Source: an optimization exercise on an open RTL-to-GDS flow (aim: a short achievable clock period and few clock cycles). Production flows keep margins and buffers that such runs may drop. Only simulation tests tie the RTL to the original design; equivalence was not proved. Power figures rest on the tool's default switching activity, not on a simulated workload.

## flow/constraint.sdc

```tcl
create_clock -name core_clock -period 12.0 [get_ports {clk}]
set_input_delay 2.4000 -clock core_clock [delete_from_list [all_inputs] [get_ports {clk}]]
set_output_delay 2.4000 -clock core_clock [all_outputs]
set_load 0.01 [all_outputs]
```

## flow/config.mk

```make
export PLATFORM = sky130hd
export DESIGN_NAME = uc1609_framer
export DESIGN_NICKNAME = uc1609_framer
export VERILOG_FILES = /design/flow/design.v
export SDC_FILE = /design/flow/constraint.sdc
export NUM_CORES = 4
export LEC_CHECK = 0
export CAP_MARGIN = 20
export CORE_MARGIN = 2
export CORE_UTILIZATION = 40
export SLEW_MARGIN = 20
```

## flow/run.sh

```bash
#!/bin/bash
# synth_recipe.tcl (not shown) runs the flow's synth.tcl, then flattens the netlist and writes it again
# the make line also repeats each setting of config.mk as NAME=value (left out here)
make -C /OpenROAD-flow-scripts/flow DESIGN_CONFIG=/design/flow/config.mk WORK_HOME=/design/flow/orfs CLKGATE_MAP_FILE= SYNTH_SCRIPT=/design/flow/synth_recipe.tcl finish
```

## flow/design.v

```verilog
module uc1609_framer (
    input  wire        clk,
    input  wire        rst,           
    input  wire        req_valid,
    input  wire [31:0] req_word,
    output wire        req_ready,
    output reg         sts_valid,
    output reg  [1:0]  sts_kind,      
    output reg  [3:0]  sts_code,      
    output wire [3:0]  fault_code,
    output wire [31:0] fault_req,
    output reg         fm_re,
    output reg  [16:0] fm_addr,
    input  wire [7:0]  fm_rdata,
    input  wire [16:0] fm_size,
    output reg         ev_valid,
    output reg  [2:0]  ev_type,
    output reg  [7:0]  ev_data,
    input  wire        ev_ready
);
    localparam [2:0] EV_TXN_BEGIN = 3'd0, EV_TXN_END = 3'd1,
                     EV_CS_ASSERT = 3'd2, EV_CS_DEASSERT = 3'd3,
                     EV_CD_COMMAND = 3'd4, EV_CD_DATA = 3'd5,
                     EV_BYTE = 3'd6, EV_RESET_PULSE = 3'd7;
    localparam [1:0] ST_DONE = 2'd0, ST_FAULT = 2'd1, ST_REJECTED = 2'd2;
    localparam [3:0] F_ILLEGAL_OP = 4'd1, F_RESERVED = 4'd2, F_VALUE_RANGE = 4'd3,
                     F_OVERLAP = 4'd4, F_ADDR_RANGE = 4'd5, F_NO_FONT = 4'd6,
                     F_FONT_OOB = 4'd7, F_GLYPH_WIDTH = 4'd8, F_CURSOR_OVF = 4'd9;
    localparam [7:0] OP_SENDCMD = 8'h01, OP_SETCUR = 8'h02, OP_CONTRAST = 8'h03,
                     OP_SCROLL = 8'h04, OP_ROTATE = 8'h05, OP_INVERT = 8'h06,
                     OP_ALLON = 8'h07, OP_DISPEN = 8'h08, OP_SYSRST = 8'h09,
                     OP_HWRST = 8'h0A, OP_INIT = 8'h0B, OP_PWRDN = 8'h0C,
                     OP_CLEAR = 8'h0D, OP_SETFONT = 8'h0E, OP_SETSCALE = 8'h0F,
                     OP_SETAA = 8'h10, OP_PUTC = 8'h11, OP_PUTCAT = 8'h12;
    localparam [7:0] VBIAS_DEFAULT = 8'h49;
    localparam [15:0] W = 16'd192;
    localparam [2:0] CK_CMDS = 3'd0, CK_CLR = 3'd1, CK_REPOS = 3'd2,
                     CK_GTOP = 3'd3, CK_GBOT = 3'd4;
    localparam [4:0] S_IDLE  = 5'd0,  S_DEC   = 5'd1,  S_STS   = 5'd2,
                     S_PULSE = 5'd3,  S_TB    = 5'd4,  S_CSA   = 5'd5,
                     S_SEL   = 5'd6,  S_FRAME = 5'd7,  S_CLRD  = 5'd8,
                     S_G1Z   = 5'd9,  S_G1R   = 5'd10, S_G1E   = 5'd11,
                     S_G2R   = 5'd12, S_G2L   = 5'd13, S_G2D   = 5'd14,
                     S_CSD   = 5'd15, S_TE    = 5'd16, S_FR    = 5'd17,
                     S_FL    = 5'd18;
    reg [15:0] col_q;
    reg [2:0]  row_q;
    reg        scale2_q;       
    reg        aa_q;
    reg        font_valid_q;
    reg [15:0] fontbase_q;
    reg [7:0]  fw_q;
    reg [7:0]  ffirst_q;
    reg [7:0]  flast_q;
    reg [7:0]  contrast_q;
    reg [7:0]  orient_q;
    reg        inverse_q;
    reg [3:0]  fault_q;
    reg [31:0] fault_req_q;
    assign fault_code = fault_q;
    assign fault_req  = fault_req_q;
    reg [4:0]  state;
    reg [31:0] w_q;
    reg        do_pulse, do_txn, do_cmds, do_clear, do_repos, do_glyph;
    reg [3:0]  ncmd;
    reg [7:0]  rp_col;         
    reg [2:0]  rp_row;
    reg [7:0]  gl_col;         
    reg [2:0]  gl_row;
    reg [16:0] gl_addr;        
    reg        gl_bottom;      
    reg [2:0]  ck;             
    reg [1:0]  fr_ph;          
    reg [3:0]  fr_idx;         
    reg [3:0]  fr_n;           
    reg [2:0]  clr_page;
    reg [7:0]  cnt;            
    reg [39:0] gbytes;         
    assign req_ready = (state == S_IDLE);
    wire [7:0] op = w_q[31:24];
    wire [7:0] fa = w_q[23:16];
    wire [7:0] fb = w_q[15:8];
    wire [7:0] fc = w_q[7:0];
    function [15:0] stretch;
        input [7:0] b;
        integer i;
        begin
            stretch = 16'd0;
            for (i = 0; i < 8; i = i + 1) begin
                stretch[2*i]   = b[i];
                stretch[2*i+1] = b[i];
            end
        end
    endfunction
    function [191:0] build_buf;
        input [39:0] g;
        input        aa;
        reg [15:0] c   [0:11];
        reg [15:0] add [0:11];
        reg [7:0]  s;
        reg [3:0]  wl, wr;
        integer x, o;
        begin
            for (x = 0; x < 12; x = x + 1) begin
                s = (x < 2) ? 8'h00 : g[8*(x/2-1) +: 8];
                c[x] = stretch(s);
                add[x] = 16'd0;
            end
            if (aa) begin
                for (x = 1; x <= 10; x = x + 1) begin
                    for (o = 0; o <= 10; o = o + 2) begin
                        wl = c[x][o +: 4];
                        wr = c[x+1][o +: 4];
                        if (wl == 4'b1100 && wr == 4'b0011) begin
                            add[x][o+1]   = 1'b1;
                            add[x+1][o+2] = 1'b1;
                        end else if (wl == 4'b0011 && wr == 4'b1100) begin
                            add[x][o+2]   = 1'b1;
                            add[x+1][o+1] = 1'b1;
                        end
                    end
                end
            end
            for (x = 0; x < 12; x = x + 1) begin
                build_buf[8*x +: 8]      = c[x][7:0]  | add[x][7:0];
                build_buf[8*(x+12) +: 8] = c[x][15:8] | add[x][15:8];
            end
        end
    endfunction
    wire [191:0] gbuf = build_buf(gbytes, aa_q);
    reg  [31:0] mask;
    always @(*) begin
        case (op)
            OP_SENDCMD, OP_SETCUR, OP_SETFONT:             mask = 32'hFF0000FF;
            OP_CONTRAST, OP_SCROLL, OP_ROTATE, OP_INVERT,
            OP_ALLON, OP_DISPEN, OP_SETSCALE, OP_SETAA,
            OP_PUTC:                                       mask = 32'hFF00FFFF;
            OP_PUTCAT:                                     mask = 32'hFF000000;
            default:                                       mask = 32'hFFFFFFFF;
        endcase
    end
    wire op_legal = (op != 8'h00) && (op <= 8'h12);
    wire reserved_bad = ((w_q & mask) != {op, 24'h000000});
    wire is_putcat = (op == OP_PUTCAT);
    wire is_char   = (op == OP_PUTC) || is_putcat;
    wire [15:0] ecol = is_putcat ? {8'h00, fb} : col_q;
    wire [2:0]  erow = is_putcat ? fc[2:0]     : row_q;
    wire [7:0]  code = fa;
    wire [9:0]  adv = scale2_q ? ({1'b0, fw_q, 1'b0} + 10'd2) : ({2'b00, fw_q} + 10'd1);
    wire cls_cr  = (code == 8'h0D);
    wire cls_lf  = (code == 8'h0A);
    wire cls_tab = (code == 8'h09);
    wire cls_bs  = (code == 8'h08);
    wire cls_prt = !cls_cr && !cls_lf && !cls_tab && !cls_bs &&
                   (code >= ffirst_q) && (code <= flast_q);
    wire [3:0]  nl_row   = {1'b0, erow} + (scale2_q ? 4'd2 : 4'd1);
    wire        nl_clear = (nl_row >= 4'd8);
    wire [16:0] tab_col  = {1'b0, ecol} + {5'b0, adv, 2'b00};
    wire [15:0] bs_col   = (ecol >= {6'b0, adv}) ? (ecol - {6'b0, adv}) : 16'd0;
    wire [7:0]  gidx     = code - ffirst_q;
    wire [15:0] goff     = gidx * fw_q;
    wire [17:0] gaddr    = {2'b00, fontbase_q} + {2'b00, goff} + 18'd4;
    wire [17:0] glast    = gaddr + {10'b0, fw_q} - 18'd1;
    wire        glyph_oob = (fw_q != 8'd0) && (glast >= {1'b0, fm_size});
    wire [17:0] hdr_last = {2'b00, fa, fb} + 18'd3;
    reg [3:0] dec_fault;
    always @(*) begin
        dec_fault = 4'd0;
        if (!op_legal)
            dec_fault = F_ILLEGAL_OP;
        else if (reserved_bad)
            dec_fault = F_RESERVED;
        else begin
            case (op)
                OP_SENDCMD:  if ((fa & fb) != 8'h00) dec_fault = F_OVERLAP;
                OP_SETCUR:   if (fa >= 8'd192 || fb >= 8'd8) dec_fault = F_ADDR_RANGE;
                OP_SCROLL:   if (fa >= 8'd64) dec_fault = F_VALUE_RANGE;
                OP_ROTATE:   if ((fa & 8'hF9) != 8'h00) dec_fault = F_VALUE_RANGE;
                OP_INVERT, OP_ALLON, OP_DISPEN, OP_SETAA:
                             if (fa > 8'd1) dec_fault = F_VALUE_RANGE;
                OP_SETFONT:  if (hdr_last >= {1'b0, fm_size}) dec_fault = F_FONT_OOB;
                default: ;
            endcase
            if (dec_fault == 4'd0 && is_char) begin
                if (is_putcat && (fb >= 8'd192 || fc >= 8'd8))
                    dec_fault = F_ADDR_RANGE;
                else if (!font_valid_q)
                    dec_fault = F_NO_FONT;
                else if (cls_tab && tab_col[16])
                    dec_fault = F_CURSOR_OVF;
                else if (cls_prt && scale2_q && fw_q != 8'd5)
                    dec_fault = F_GLYPH_WIDTH;
                else if (cls_prt && glyph_oob)
                    dec_fault = F_FONT_OOB;
            end
        end
    end
    reg [3:0] dec_ncmd;
    always @(*) begin
        case (op)
            OP_SENDCMD, OP_SCROLL, OP_ROTATE, OP_INVERT, OP_ALLON,
            OP_DISPEN, OP_SYSRST, OP_PWRDN: dec_ncmd = 4'd1;
            OP_CONTRAST:                    dec_ncmd = 4'd2;
            OP_INIT:                        dec_ncmd = 4'd9;
            default:                        dec_ncmd = 4'd0;
        endcase
    end
    function [7:0] cmd_byte;
        input [7:0] o;
        input [3:0] idx;
        input [7:0] a;
        input [7:0] b;
        input [7:0] contrast;
        input [7:0] orient;
        begin
            case (o)
                OP_SENDCMD:  cmd_byte = a | b;
                OP_CONTRAST: cmd_byte = (idx == 4'd0) ? 8'h81 : a;
                OP_SCROLL:   cmd_byte = 8'h40 | a;
                OP_ROTATE:   cmd_byte = 8'hC0 | a;
                OP_INVERT:   cmd_byte = 8'hA6 | a;
                OP_ALLON:    cmd_byte = 8'hA4 | a;
                OP_DISPEN:   cmd_byte = 8'hAE | a;
                OP_SYSRST:   cmd_byte = 8'hE2;
                OP_PWRDN:    cmd_byte = 8'hAE;
                OP_INIT: begin
                    case (idx)
                        4'd0: cmd_byte = 8'h27;
                        4'd1: cmd_byte = 8'h8A;
                        4'd2: cmd_byte = 8'hA1;
                        4'd3: cmd_byte = 8'hEB;
                        4'd4: cmd_byte = 8'h2F;
                        4'd5: cmd_byte = 8'h81;
                        4'd6: cmd_byte = contrast;
                        4'd7: cmd_byte = 8'hAF;
                        default: cmd_byte = 8'hC0 | orient;
                    endcase
                end
                default:     cmd_byte = 8'h00;
            endcase
        end
    endfunction
    function [7:0] cursor_byte;
        input [1:0] idx;
        input [7:0] c;
        input [2:0] p;
        begin
            case (idx)
                2'd0:    cursor_byte = {4'h0, c[3:0]};
                2'd1:    cursor_byte = {4'h1, c[7:4]};
                default: cursor_byte = {5'b10110, p};
            endcase
        end
    endfunction
    reg [7:0] frame_byte;
    always @(*) begin
        case (ck)
            CK_CMDS:  frame_byte = cmd_byte(op, fr_idx, fa, fb, contrast_q, orient_q);
            CK_CLR:   frame_byte = cursor_byte(fr_idx[1:0], 8'd0, clr_page);
            CK_REPOS: frame_byte = cursor_byte(fr_idx[1:0], rp_col, rp_row);
            CK_GTOP:  frame_byte = cursor_byte(fr_idx[1:0], gl_col, gl_row);
            default:  frame_byte = cursor_byte(fr_idx[1:0], gl_col, gl_row + 3'd1);
        endcase
    end
    always @(*) begin
        ev_valid = 1'b1;
        ev_type  = EV_BYTE;
        ev_data  = 8'h00;
        case (state)
            S_PULSE: ev_type = EV_RESET_PULSE;
            S_TB:    ev_type = EV_TXN_BEGIN;
            S_CSA:   ev_type = EV_CS_ASSERT;
            S_CSD:   ev_type = EV_CS_DEASSERT;
            S_TE:    ev_type = EV_TXN_END;
            S_FRAME: begin
                case (fr_ph)
                    2'd0:    ev_type = EV_CD_COMMAND;
                    2'd1:    ev_data = frame_byte;
                    default: ev_type = EV_CD_DATA;
                endcase
            end
            S_CLRD, S_G1Z: ;
            S_G1E:   ev_data = fm_rdata;
            S_G2D:   ev_data = gbuf[8*(ck == CK_GBOT ? cnt + 8'd12 : cnt) +: 8];
            default: ev_valid = 1'b0;
        endcase
    end
    wire ev_fire = ev_valid && ev_ready;
    always @(*) begin
        fm_re   = 1'b0;
        fm_addr = 17'd0;
        case (state)
            S_G1R: begin
                fm_re   = 1'b1;
                fm_addr = gl_addr + {9'd0, cnt} - 17'd1;
            end
            S_G2R: begin
                fm_re   = 1'b1;
                fm_addr = gl_addr + {9'd0, cnt};
            end
            S_FR: begin
                fm_re   = 1'b1;
                fm_addr = {1'b0, fa, fb} + (cnt == 8'd0 ? 17'd0 : {15'd0, cnt[1:0]} + 17'd1);
            end
            default: ;
        endcase
    end
    always @(posedge clk) begin
        if (rst) begin
            state        <= S_IDLE;
            w_q          <= 32'd0;
            col_q        <= 16'd0;
            row_q        <= 3'd0;
            scale2_q     <= 1'b0;
            aa_q         <= 1'b0;
            font_valid_q <= 1'b0;
            fontbase_q   <= 16'd0;
            fw_q         <= 8'd0;
            ffirst_q     <= 8'd0;
            flast_q      <= 8'd0;
            contrast_q   <= VBIAS_DEFAULT;
            orient_q     <= 8'h00;
            inverse_q    <= 1'b0;
            fault_q      <= 4'd0;
            fault_req_q  <= 32'd0;
            sts_valid    <= 1'b0;
            sts_kind     <= ST_DONE;
            sts_code     <= 4'd0;
            do_pulse     <= 1'b0;
            do_txn       <= 1'b0;
            do_cmds      <= 1'b0;
            do_clear     <= 1'b0;
            do_repos     <= 1'b0;
            do_glyph     <= 1'b0;
            ncmd         <= 4'd0;
            rp_col       <= 8'd0;
            rp_row       <= 3'd0;
            gl_col       <= 8'd0;
            gl_row       <= 3'd0;
            gl_addr      <= 17'd0;
            gl_bottom    <= 1'b0;
            ck           <= CK_CMDS;
            fr_ph        <= 2'd0;
            fr_idx       <= 4'd0;
            fr_n         <= 4'd0;
            clr_page     <= 3'd0;
            cnt          <= 8'd0;
            gbytes       <= 40'd0;
        end else begin
            sts_valid <= 1'b0;
            case (state)
                S_IDLE: begin
                    if (req_valid) begin
                        w_q   <= req_word;
                        state <= S_DEC;
                    end
                end
                S_DEC: begin
                    do_pulse <= 1'b0;
                    do_cmds  <= 1'b0;
                    do_clear <= 1'b0;
                    do_repos <= 1'b0;
                    do_glyph <= 1'b0;
                    ncmd     <= dec_ncmd;
                    sts_kind <= ST_DONE;
                    sts_code <= 4'd0;
                    cnt      <= 8'd0;
                    if (fault_q != 4'd0) begin
                        sts_kind <= ST_REJECTED;
                        state    <= S_STS;
                    end else if (dec_fault != 4'd0) begin
                        fault_q     <= dec_fault;
                        fault_req_q <= w_q;
                        sts_kind    <= ST_FAULT;
                        sts_code    <= dec_fault;
                        state       <= S_STS;
                    end else begin
                        state <= S_STS;
                        if (dec_ncmd != 4'd0) begin
                            do_cmds <= 1'b1;
                            do_txn  <= 1'b1;
                            state   <= (op == OP_INIT || op == OP_PWRDN) ? S_PULSE : S_TB;
                            do_pulse <= (op == OP_INIT || op == OP_PWRDN);
                        end
                        case (op)
                            OP_SETCUR: begin
                                col_q    <= {8'h00, fa};
                                row_q    <= fb[2:0];
                                rp_col   <= fa;
                                rp_row   <= fb[2:0];
                                do_repos <= 1'b1;
                                do_txn   <= 1'b1;
                                state    <= S_TB;
                            end
                            OP_CONTRAST: contrast_q <= fa;
                            OP_ROTATE:   orient_q   <= fa;
                            OP_INVERT:   inverse_q  <= fa[0];
                            OP_HWRST: begin
                                do_pulse <= 1'b1;
                                do_txn   <= 1'b0;
                                state    <= S_PULSE;
                            end
                            OP_CLEAR: begin
                                col_q    <= 16'd0;
                                row_q    <= 3'd0;
                                do_clear <= 1'b1;
                                do_txn   <= 1'b1;
                                state    <= S_TB;
                            end
                            OP_SETFONT: state <= S_FR;
                            OP_SETSCALE: begin
                                if (fa == 8'd1) scale2_q <= 1'b0;
                                if (fa == 8'd2) scale2_q <= 1'b1;
                            end
                            OP_SETAA: aa_q <= fa[0];
                            OP_PUTC, OP_PUTCAT: begin
                                col_q <= ecol;
                                row_q <= erow;
                                if (cls_cr) begin
                                    col_q <= 16'd0;
                                end else if (cls_lf) begin
                                    if (nl_clear) begin
                                        col_q    <= 16'd0;
                                        row_q    <= 3'd0;
                                        do_clear <= 1'b1;
                                        do_repos <= 1'b1;
                                        rp_col   <= 8'd0;
                                        rp_row   <= 3'd0;
                                        do_txn   <= 1'b1;
                                        state    <= S_TB;
                                    end else begin
                                        row_q    <= nl_row[2:0];
                                        rp_col   <= ecol[7:0];
                                        rp_row   <= nl_row[2:0];
                                        if (ecol < W) begin
                                            do_repos <= 1'b1;
                                            do_txn   <= 1'b1;
                                            state    <= S_TB;
                                        end
                                    end
                                end else if (cls_tab) begin
                                    col_q  <= tab_col[15:0];
                                    rp_col <= tab_col[7:0];
                                    rp_row <= erow;
                                    if (tab_col[15:0] < W) begin
                                        do_repos <= 1'b1;
                                        do_txn   <= 1'b1;
                                        state    <= S_TB;
                                    end
                                end else if (cls_bs) begin
                                    col_q  <= bs_col;
                                    rp_col <= bs_col[7:0];
                                    rp_row <= erow;
                                    if (bs_col < W) begin
                                        do_repos <= 1'b1;
                                        do_txn   <= 1'b1;
                                        state    <= S_TB;
                                    end
                                end else if (cls_prt) begin
                                    do_glyph  <= 1'b1;
                                    do_txn    <= 1'b1;
                                    gl_addr   <= gaddr[16:0];
                                    state     <= S_TB;
                                    if (ecol >= W) begin
                                        do_repos <= 1'b1;
                                        rp_col   <= 8'd0;
                                        gl_col   <= 8'd0;
                                        col_q    <= {6'd0, adv};
                                        if (nl_clear) begin
                                            do_clear  <= 1'b1;
                                            row_q     <= 3'd0;
                                            rp_row    <= 3'd0;
                                            gl_row    <= 3'd0;
                                            gl_bottom <= 1'b1;
                                        end else begin
                                            row_q     <= nl_row[2:0];
                                            rp_row    <= nl_row[2:0];
                                            gl_row    <= nl_row[2:0];
                                            gl_bottom <= (nl_row[2:0] != 3'd7);
                                        end
                                    end else begin
                                        gl_col    <= ecol[7:0];
                                        gl_row    <= erow;
                                        gl_bottom <= (erow != 3'd7);
                                        col_q     <= ecol + {6'd0, adv};
                                    end
                                end
                            end
                            default: ;
                        endcase
                    end
                end
                S_PULSE: if (ev_fire) state <= do_txn ? S_TB : S_STS;
                S_TB:    if (ev_fire) state <= S_CSA;
                S_CSA:   if (ev_fire) state <= S_SEL;
                S_SEL: begin
                    fr_ph  <= 2'd0;
                    fr_idx <= 4'd0;
                    fr_n   <= 4'd3;
                    cnt    <= 8'd0;
                    if (do_cmds) begin
                        do_cmds <= 1'b0;
                        ck      <= CK_CMDS;
                        fr_n    <= ncmd;
                        state   <= S_FRAME;
                    end else if (do_clear) begin
                        ck       <= CK_CLR;
                        clr_page <= 3'd0;
                        state    <= S_FRAME;
                    end else if (do_repos) begin
                        do_repos <= 1'b0;
                        ck       <= CK_REPOS;
                        state    <= S_FRAME;
                    end else if (do_glyph) begin
                        ck    <= CK_GTOP;
                        state <= scale2_q ? S_G2R : S_FRAME;
                    end else begin
                        state <= S_CSD;
                    end
                end
                S_FRAME: begin
                    if (ev_fire) begin
                        if (fr_ph != 2'd2) begin
                            fr_ph <= fr_ph + 2'd1;
                        end else begin
                            fr_ph  <= 2'd0;
                            fr_idx <= fr_idx + 4'd1;
                            if (fr_idx + 4'd1 == fr_n) begin
                                fr_idx <= 4'd0;
                                cnt    <= 8'd0;
                                case (ck)
                                    CK_CLR:  state <= S_CLRD;
                                    CK_GTOP: state <= scale2_q ? S_G2D : S_G1Z;
                                    CK_GBOT: state <= S_G2D;
                                    default: state <= S_SEL;
                                endcase
                            end
                        end
                    end
                end
                S_CLRD: begin
                    if (ev_fire) begin
                        cnt <= cnt + 8'd1;
                        if (cnt == 8'd191) begin
                            cnt <= 8'd0;
                            if (clr_page == 3'd7) begin
                                do_clear <= 1'b0;
                                state    <= S_SEL;
                            end else begin
                                clr_page <= clr_page + 3'd1;
                                state    <= S_FRAME;
                            end
                        end
                    end
                end
                S_G1Z: begin
                    if (ev_fire) begin
                        cnt <= 8'd1;
                        if (fw_q == 8'd0) begin
                            do_glyph <= 1'b0;
                            state    <= S_SEL;
                        end else begin
                            state <= S_G1R;
                        end
                    end
                end
                S_G1R: state <= S_G1E;
                S_G1E: begin
                    if (ev_fire) begin
                        cnt <= cnt + 8'd1;
                        if (cnt == fw_q) begin
                            do_glyph <= 1'b0;
                            state    <= S_SEL;
                        end else begin
                            state <= S_G1R;
                        end
                    end
                end
                S_G2R: state <= S_G2L;
                S_G2L: begin
                    gbytes[8*cnt[2:0] +: 8] <= fm_rdata;
                    if (cnt == 8'd4) begin
                        cnt   <= 8'd0;
                        state <= S_FRAME;
                    end else begin
                        cnt   <= cnt + 8'd1;
                        state <= S_G2R;
                    end
                end
                S_G2D: begin
                    if (ev_fire) begin
                        cnt <= cnt + 8'd1;
                        if (cnt == 8'd11) begin
                            cnt <= 8'd0;
                            if (ck == CK_GTOP && gl_bottom) begin
                                ck    <= CK_GBOT;
                                state <= S_FRAME;
                            end else begin
                                do_glyph <= 1'b0;
                                state    <= S_SEL;
                            end
                        end
                    end
                end
                S_CSD: if (ev_fire) state <= S_TE;
                S_TE:  if (ev_fire) state <= S_STS;
                S_FR: state <= S_FL;
                S_FL: begin
                    case (cnt[1:0])
                        2'd0:    fw_q     <= fm_rdata;
                        2'd1:    ffirst_q <= fm_rdata;
                        default: flast_q  <= fm_rdata;
                    endcase
                    if (cnt == 8'd2) begin
                        fontbase_q   <= {fa, fb};
                        font_valid_q <= 1'b1;
                        cnt          <= 8'd0;
                        state        <= S_STS;
                    end else begin
                        cnt   <= cnt + 8'd1;
                        state <= S_FR;
                    end
                end
                S_STS: begin
                    sts_valid <= 1'b1;
                    state     <= S_IDLE;
                end
                default: state <= S_IDLE;
            endcase
        end
    end
endmodule
```

==> impl_metrics.json <==
{
  "outcome": "no timing/DRC/antenna violations",
  "syn_area_per_cell_um2": 7.31,
  "viasPerCell": 5.95,
  "synth_edf_count": 0,
  "gp_congestion": 0.964,
  "core_area_um2": 62700,
  "min_to": "ncmd[0]$_SDFFE_PP0P_",
  "syn-instance-count": 3452,
  "cts_tree": "built",
  "min_period_over_period_pct": 92.4,
  "period_needed_ns": 11.09,
  "cts_sinks": 273,
  "drive_above_1_share_pct": 5.79,
  "synthTopCellsByArea": "dfxtp_1 22%, ha_1 9.2%, nand2_1 7.3%, a21oi_1 5.9%, fa_1 4.8%",
  "p_leak_nw": 11.6,
  "num-fill-cells": 6358,
  "cp_common_cell": "ha_1",
  "hold_path_startpoint": "ncmd[0]$_SDFFE_PP0P_",
  "grt_pass1_vias": 24000,
  "ios": 135,
  "finalNonFillerCells": 4335,
  "dp_hpwl_um": 71200,
  "wl_per_cell_um": 22.5,
  "antenna_found_initial": 4,
  "critPathKind": "reg -> reg",
  "multiInputGateArea_um2": 18000,
  "hold_buffers": 0,
  "drv_cap": 0,
  "min_path_cells": 2,
  "placedCellCount": 4267,
  "cp.required_ns": 12.45,
  "yosysMostFrequentCell": "nand2_1",
  "max_slew_margin_pct": 33.1,
  "maxSlewViolCount": 0,
  "fmax_mhz": 90.2,
  "r2r_setup_slack_ns": 0.91,
  "worst_pin_slew_ns": 1.00,
  "synth_nets": 3758,
  "min_path_type": "reg -> reg",
  "max_stage_delay_ns": 0.66,
  "setup_slack_ns": 0.911,
  "area_delta_synth_final_pct": 13.5,
  "ant_nets": 0,
  "tns_ns": 0,
  "path_depth": 40,
  "power.density_nw_per_um2": 139,
  "grt_pass1_wl_um": 146000,
  "drtPass1Iterations": 8,
  "path_clk_slew_ns": 0.06,
  "clock_skew_ns": 0.0327,
  "power_mw": 3.97,
  "synth_top_area_share_pct": 21.7,
  "cts_buffers": 37,
  "clockBufferDepth": 3,
  "yosys_warnings": 3,
  "place_worst_setup_slack_ns": 1.04,
  "ff2ff_path_depth": 40,
  "drt_iter0_drc": 3066,
  "ys_types": 96,
  "cts_root_buffer": "clkbuf_16",
  "yosys_most_used_dff": "dfxtp_1",
  "crit_fanout": 25,
  "synthArstFlopShare_pct": 0,
  "rsz0062_at_grt": "no",
  "drc": 0,
  "crit_family": "adder cells",
  "cp.arrival_ns": 11.54,
  "cp_slowest_cell": "nor4_2",
  "synth_area_leader_cell": "dfxtp_1",
  "rows": 92,
  "gr-usage-all-layers_pct": 29.2,
  "regArea_um2": 5470,
  "yosysSeqAreaShare_pct": 21.7,
  "cp_num_buf_inv": 6,
  "n_antenna_cell": 0,
  "cts_resized": 0,
  "finalSetupViolCount": 0,
  "critPathLaunchType": "register",
  "grt_overflow": 0,
  "vdd_drop_max_v": 0.000167,
  "worstSkewPairLatency_ns": 0.58,
  "h-tree-depth": 2,
  "synthTopCellsByCount": "490 x nand2_1, 299 x a21oi_1, 292 x nor2_1",
  "vias": 25800,
  "synth_area_um2": 25200,
  "start_util_pct": 40.2,
  "postLayoutCoreUtil_pct": 45.7,
  "postCtsSetupBuffers": 0,
  "dieArea_um2": 65100,
  "finalHoldViolCount": 0,
  "synth_seq_cells": 273,
  "end_kind": "register",
  "die_h_um": 255,
  "fin_nets": 3767,
  "die_w_um": 255,
  "rr_startpoint": "w_q[17]$_SDFFE_PP0P_",
  "reg2reg_to": "gl_addr[10]$_SDFFE_PP0P_",
  "grt_max_degree": 84,
  "wirelength_um": 97500,
  "port_buffers": 134
}
state kept, by name (all words and copies together), names as in the netlist, 16 cells and up, named ones only:
| register | flops |
|---|---|
| col_q | 16 |
| fault_req_q | 32 |
| fontbase_q | 16 |
| gbytes | 40 |
| gl_addr | 17 |
| w_q | 32 |
per-layer routing:
metal | global-route usage (%) | wire length, um
met5 | 0 | 11
met4 | 13.7 | 4660
met3 | 5.55 | 8960
met2 | 43.8 | 41200
met1 | 40.4 | 42700
metrics by stage:
step	cell area, um2	hold WS (ns)
floorplan	25200	0.429
global route	28700	0.470
CTS	28700	0.454
global placement	27300	0.440
detailed placement	27300	0.446
finish	28700	0.453
cell usage in the layout, fill, tap and decap left out, types with 21 or more instances in the layout:
cell             Yosys  layout
a211oi_1            28      27
a21o_1              27      27
a21oi_1            299     299
a22oi_1             73      73
a311oi_1            24      24
a31oi_1             29      29
and2_1              41      41
and3_1              23      22
buf_4                2      66
clkbuf_16            0      38
clkdlybuf4s50_1      0     133
dfxtp_1            273     272
fa_1                60      60
ha_1               185     185
inv_1              229     229
mux2i_1             96      96
nand2_1            490     490
nand2b_1            42      42
nand3_1            119     119
nand4_1             30      30
nor2_1             292     291
nor2b_1             77      77
nor3_1              91      91
o21a_1              21      21
o21ai_0            152     152
o22ai_1             22      21
xnor2_1             85      84
xor2_1              49      49
worst max-delay path by stage:
stage / start / end / slack [ns]
floorplan: w_q[16]$_SDFFE_PP0P_ / gl_col[4]$_SDFFE_PP0P_ / 2.33
finish: w_q[17]$_SDFFE_PP0P_ / gl_addr[10]$_SDFFE_PP0P_ / 0.91
detailed placement: w_q[17]$_SDFFE_PP0P_ / gl_col[0]$_SDFFE_PP0P_ / 1.04
CTS: w_q[17]$_SDFFE_PP0P_ / gl_addr[6]$_SDFFE_PP0P_ / 1.02
global placement: w_q[17]$_SDFFE_PP0P_ / gl_addr[5]$_SDFFE_PP0P_ / 1.22
global route: w_q[17]$_SDFFE_PP0P_ / gl_addr[5]$_SDFFE_PP0P_ / 0.26
logic make-up (layout without fill, tap and decap cells):
family	Yosys count	count (layout)	share of synthesized area, %
flops	273	273	21.7
fa+ha+maj	245	245	13.9
mux	122	122	5.19
buf+inv	467	504	7.08
compound gates	886	886	22.9
xor+xnor	134	134	4.65
simple gates	1325	1325	24.6
tightest hold or removal path, delay by kind of cell, from the launching register on:
kind / cells / cell delay [ns]
AOI/OAI and AO/OA: 1 / 0.05
DFF: 1 / 0.31
and+or+nand+nor: 1 / 0.05
where the power goes:
group | total (mW) | switching [mW] | internal, mW
clock network | 1.23 | 0.472 | 0.762
logic | 1.69 | 1.14 | 0.550
registers | 1.05 | 0.0857 | 0.965
area by class of cell:
type / instances / area share (%)
Clock buffer: 49 / 3.74
Clock inverter: 18 / 0.974
Inverter: 235 / 3.09
Multi-Input combinational cell: 2712 / 62.9
Sequential cell: 273 / 19.1
Tap cell: 846 / 3.69
Timing Repair Buffer: 202 / 6.50
Testbench counts, summed over its fixed seeds: cycles 156,348.

==> afterwards: timing with drivers on the ports <==
In the flow no input, the clock included, has a driving cell. The finished layout below was timed again as built, in two steps. Step 1 sets driving cells, clkbuf_16 on the clock port and buf_2 on the other inputs (assumed; they add their load-dependent delay and slew). Step 2 also shifts input and output timing later by t, the mid clock arrival at the registers, as if the neighbouring blocks saw the same clock. Three values: ideal, step 1, step 2; two values: the first two.
t (ns): 0.629
setup slack, ns: 0.911 / 0.911 / 0.911
hold slack, ns: 0.453 / 0.453 / 0.453
clock arrival spread, ns: 0.033 / 0.033
After both steps this run still meets setup and hold. The setup slack of this run moves by 0.000 ns with the drivers and by 0.000 ns with both steps.
